Background: an optimization exercise with open tools, aiming at small area, a short achievable clock period and few clock cycles. Do not read the settings as production practice. Function was checked by simulation only, so behaviour that the tests miss may differ from the original. Power is estimated from default activity; no workload was simulated.

== old ==
==> flow/design.v (excerpt) <==
module ctmmu_top (
    input  wire        clk,
    input  wire        rst,         
    input  wire        cmd_valid,
    output wire        cmd_ready,
    input  wire [63:0] cmd,
    output reg         rsp_valid,
    output wire [63:0] rsp,
    output reg         fatal,
    output wire [3:0]  fcode
);
    localparam [3:0] ST_OK        = 4'h0;
    localparam [3:0] ST_ABSENT    = 4'h3;
    localparam [3:0] ST_F_ALLOC   = 4'h8;
    localparam [3:0] ST_F_BMRANGE = 4'h9;
    localparam [3:0] ST_ILLEGAL   = 4'hC;
    localparam [3:0] ST_BADHIT    = 4'hD;
    localparam [3:0] ST_HALTED    = 4'hF;
    reg fcz_pend;            
    reg ffz_pend;            
    assign cmd_ready = !fcz_pend && !ffz_pend;
    wire lo56_zero = (cmd[55:0] == 56'd0);
    wire is_va_decode  = (cmd[63:32] == 32'h0100_0000);
    wire is_bm_ffz     = (cmd[63:56] == 8'h10) && lo56_zero;
    wire is_bm_fcz     = (cmd[63:56] == 8'h11) && lo56_zero;
    wire is_bm_set     = (cmd[63:32] == 32'h1200_0000) && (cmd[7:1] == 7'd0);
    wire is_bm_clear   = (cmd[63:56] == 8'h13) && lo56_zero;
    wire is_tlb_hitidx = (cmd[63:51] == {8'h20, 5'd0}) && (cmd[31:0] == 32'd0);
    wire is_tlb_dohit  = (cmd[63:51] == {8'h21, 5'd0}) && (cmd[31:8] == 24'd0);
    wire is_tlb_domiss = (cmd[63:51] == {8'h22, 5'd0});
    wire is_tlb_reset  = (cmd[63:56] == 8'h23) && lo56_zero;
    wire legal = is_va_decode | is_bm_ffz | is_bm_fcz | is_bm_set | is_bm_clear |
                 is_tlb_hitidx | is_tlb_dohit | is_tlb_domiss | is_tlb_reset;
    wire take = cmd_valid && !fcz_pend && !ffz_pend && !rst;
    wire run  = take && !fatal;           
    wire [18:0] f_key  = cmd[50:32];
    wire [4:0]  f_row  = cmd[20:16];
    wire [4:0]  f_col  = cmd[12:8];
    wire        f_val  = cmd[0];
    wire        set_in_range = (cmd[31:21] == 11'd0) && (cmd[15:13] == 3'd0);
    reg  [1023:1] bm;
    wire [1024:0] b = {1'b1, bm, 1'b1};    
    reg [31:0] row_free, row_pair;
    integer r, c, k;
    always @(*) begin
        for (r = 0; r < 32; r = r + 1) begin
            row_free[r] = ~&b[32*r +: 32];
            row_pair[r] = |(~b[32*r +: 32] & ~b[32*r+1 +: 32]);
        end
    end
    function [31:0] first_oh(input [31:0] v);
        integer i, g, j;
        reg [3:0] gany;
        begin
  ...
Size: ~5500 cells after synthesis, ~1300 flip-flops, ~140 I/O pins, ~0.062 mm2 of cells after synthesis.
export LEC_CHECK = 0
export ABC_CLOCK_PERIOD_IN_PS = 1500
export CAP_MARGIN = 20
export CORE_MARGIN = 2
export CORE_UTILIZATION = 30
export SETUP_SLACK_MARGIN = 4
export SLEW_MARGIN = 20
create_clock -name core_clock -period 8.0 [get_ports {clk}]
run.sh (not shown) runs the stock make flow with config.mk's settings and CLKGATE_MAP_FILE= SYNTH_SCRIPT=/design/flow/synth_recipe.tcl, a recipe that flattens the netlist after the stock synthesis.
old: no failed stages, no open violations at the end
Testbench counts of old, summed over its fixed seeds: cycles 66,794.
## Diff of input files: new against old
-- flow/design.v --
<<< old, line 249
        ffz_ok <= !bm_change && (fcz_pend ? ffz_ok : s1_ok);
    end
    wire up_zero  = (cmd[55:32] == 24'd0);
    wire set_a    = run && (cmd[63:56] == 8'h12) && up_zero;
    wire clr_a    = rst || (run && (cmd[63:56] == 8'h13) && up_zero);
    wire set_b    = !cmd[56] && (cmd[7:1] == 7'd0) && set_in_range;
    wire clr_b    = rst || (cmd[56] && (cmd[31:0] == 32'd0));
    wire        d_all = f_val && !rst;
    wire [31:0] row_en, col_en;
    genvar gr, gc;
    generate
        for (gr = 0; gr < 32; gr = gr + 1) begin : g_re
            assign row_en[gr] = clr_a || (set_a && f_row == gr);
            assign col_en[gr] = clr_b || (set_b && f_col == gr);
        end
        for (gr = 0; gr < 32; gr = gr + 1) begin : g_r
>>> new, line 249
        ffz_ok <= !bm_change && (fcz_pend ? ffz_ok : s1_ok);
    end
    wire        d_all = f_val && !bm_clr;
    wire [31:0] row_en, col_en;
    genvar gr, gc;
    generate
        for (gr = 0; gr < 32; gr = gr + 1) begin : g_re
            assign row_en[gr] = bm_clr || (bm_write && f_row == gr);
            assign col_en[gr] = bm_clr || f_col == gr;
        end
        for (gr = 0; gr < 32; gr = gr + 1) begin : g_r
old closes out successfully: all stages finished, all timing, DRC and antenna checks passed.
new finished end to end and its layout was clean on timing, DRC and antenna.
Going from old to new, total power of the final layout increased by 5.1% relative to the old numbers; sum of routed wire segments on met1 up about 11%; share of the yosys chip area belonging to registers barely changed; half-perimeter wire length of the detailed placement result now larger; multiplexer area fraction after synthesis did not really move.
Compared with old, in new total clock buffers created by CTS picked up an extra about 4%, delay of the slowest cell on the worst path went up by 0.07 ns, worst hold slack increased 0.023 ns, layout-stage area growth over the synthesis result now larger, fraction of cell area in non-clock buffers shows an increase of 3.8 points.
On worst endpoint required time, old and new are basically level.
new vs old, global-route usage over all layers went up by 1.9 points.
Relative to old, met1 track demand over resource in global routing has increased by 6.1 points in new.
Diff new..old | die width | negligible
Testbench counts of new, summed over its fixed seeds: cycles 66,794.

[separate check: timing with driven ports]
How much do the figures lean on ideal ports? The routed layouts below were timed once more, with nothing changed but the port constraints.
Step 1, drivers: a clkbuf_16 drives clk and a buf_2 each remaining input, both assumed.
Step 2 adds t to the input delays and takes it off the output delays; t is the mean of the earliest and latest rising clock arrival at the registers after step 1. Input paths then give back, and output paths get back, about the clock's delay inside the block.
Three values: ideal ports, drivers, drivers and shift; two values: the first two.
run	shift t [ns]	setup slack, ns	worst slew at a driven data input, ns
old	0.964	3.702 / 3.702 / 3.190	0.07
new	0.951	3.749 / 3.749 / 2.858	0.08
After both steps setup and hold are still met in every run listed. For new, which loses most, drivers alone change the setup slack by 0.000 ns; drivers and shift together by -0.891 ns.
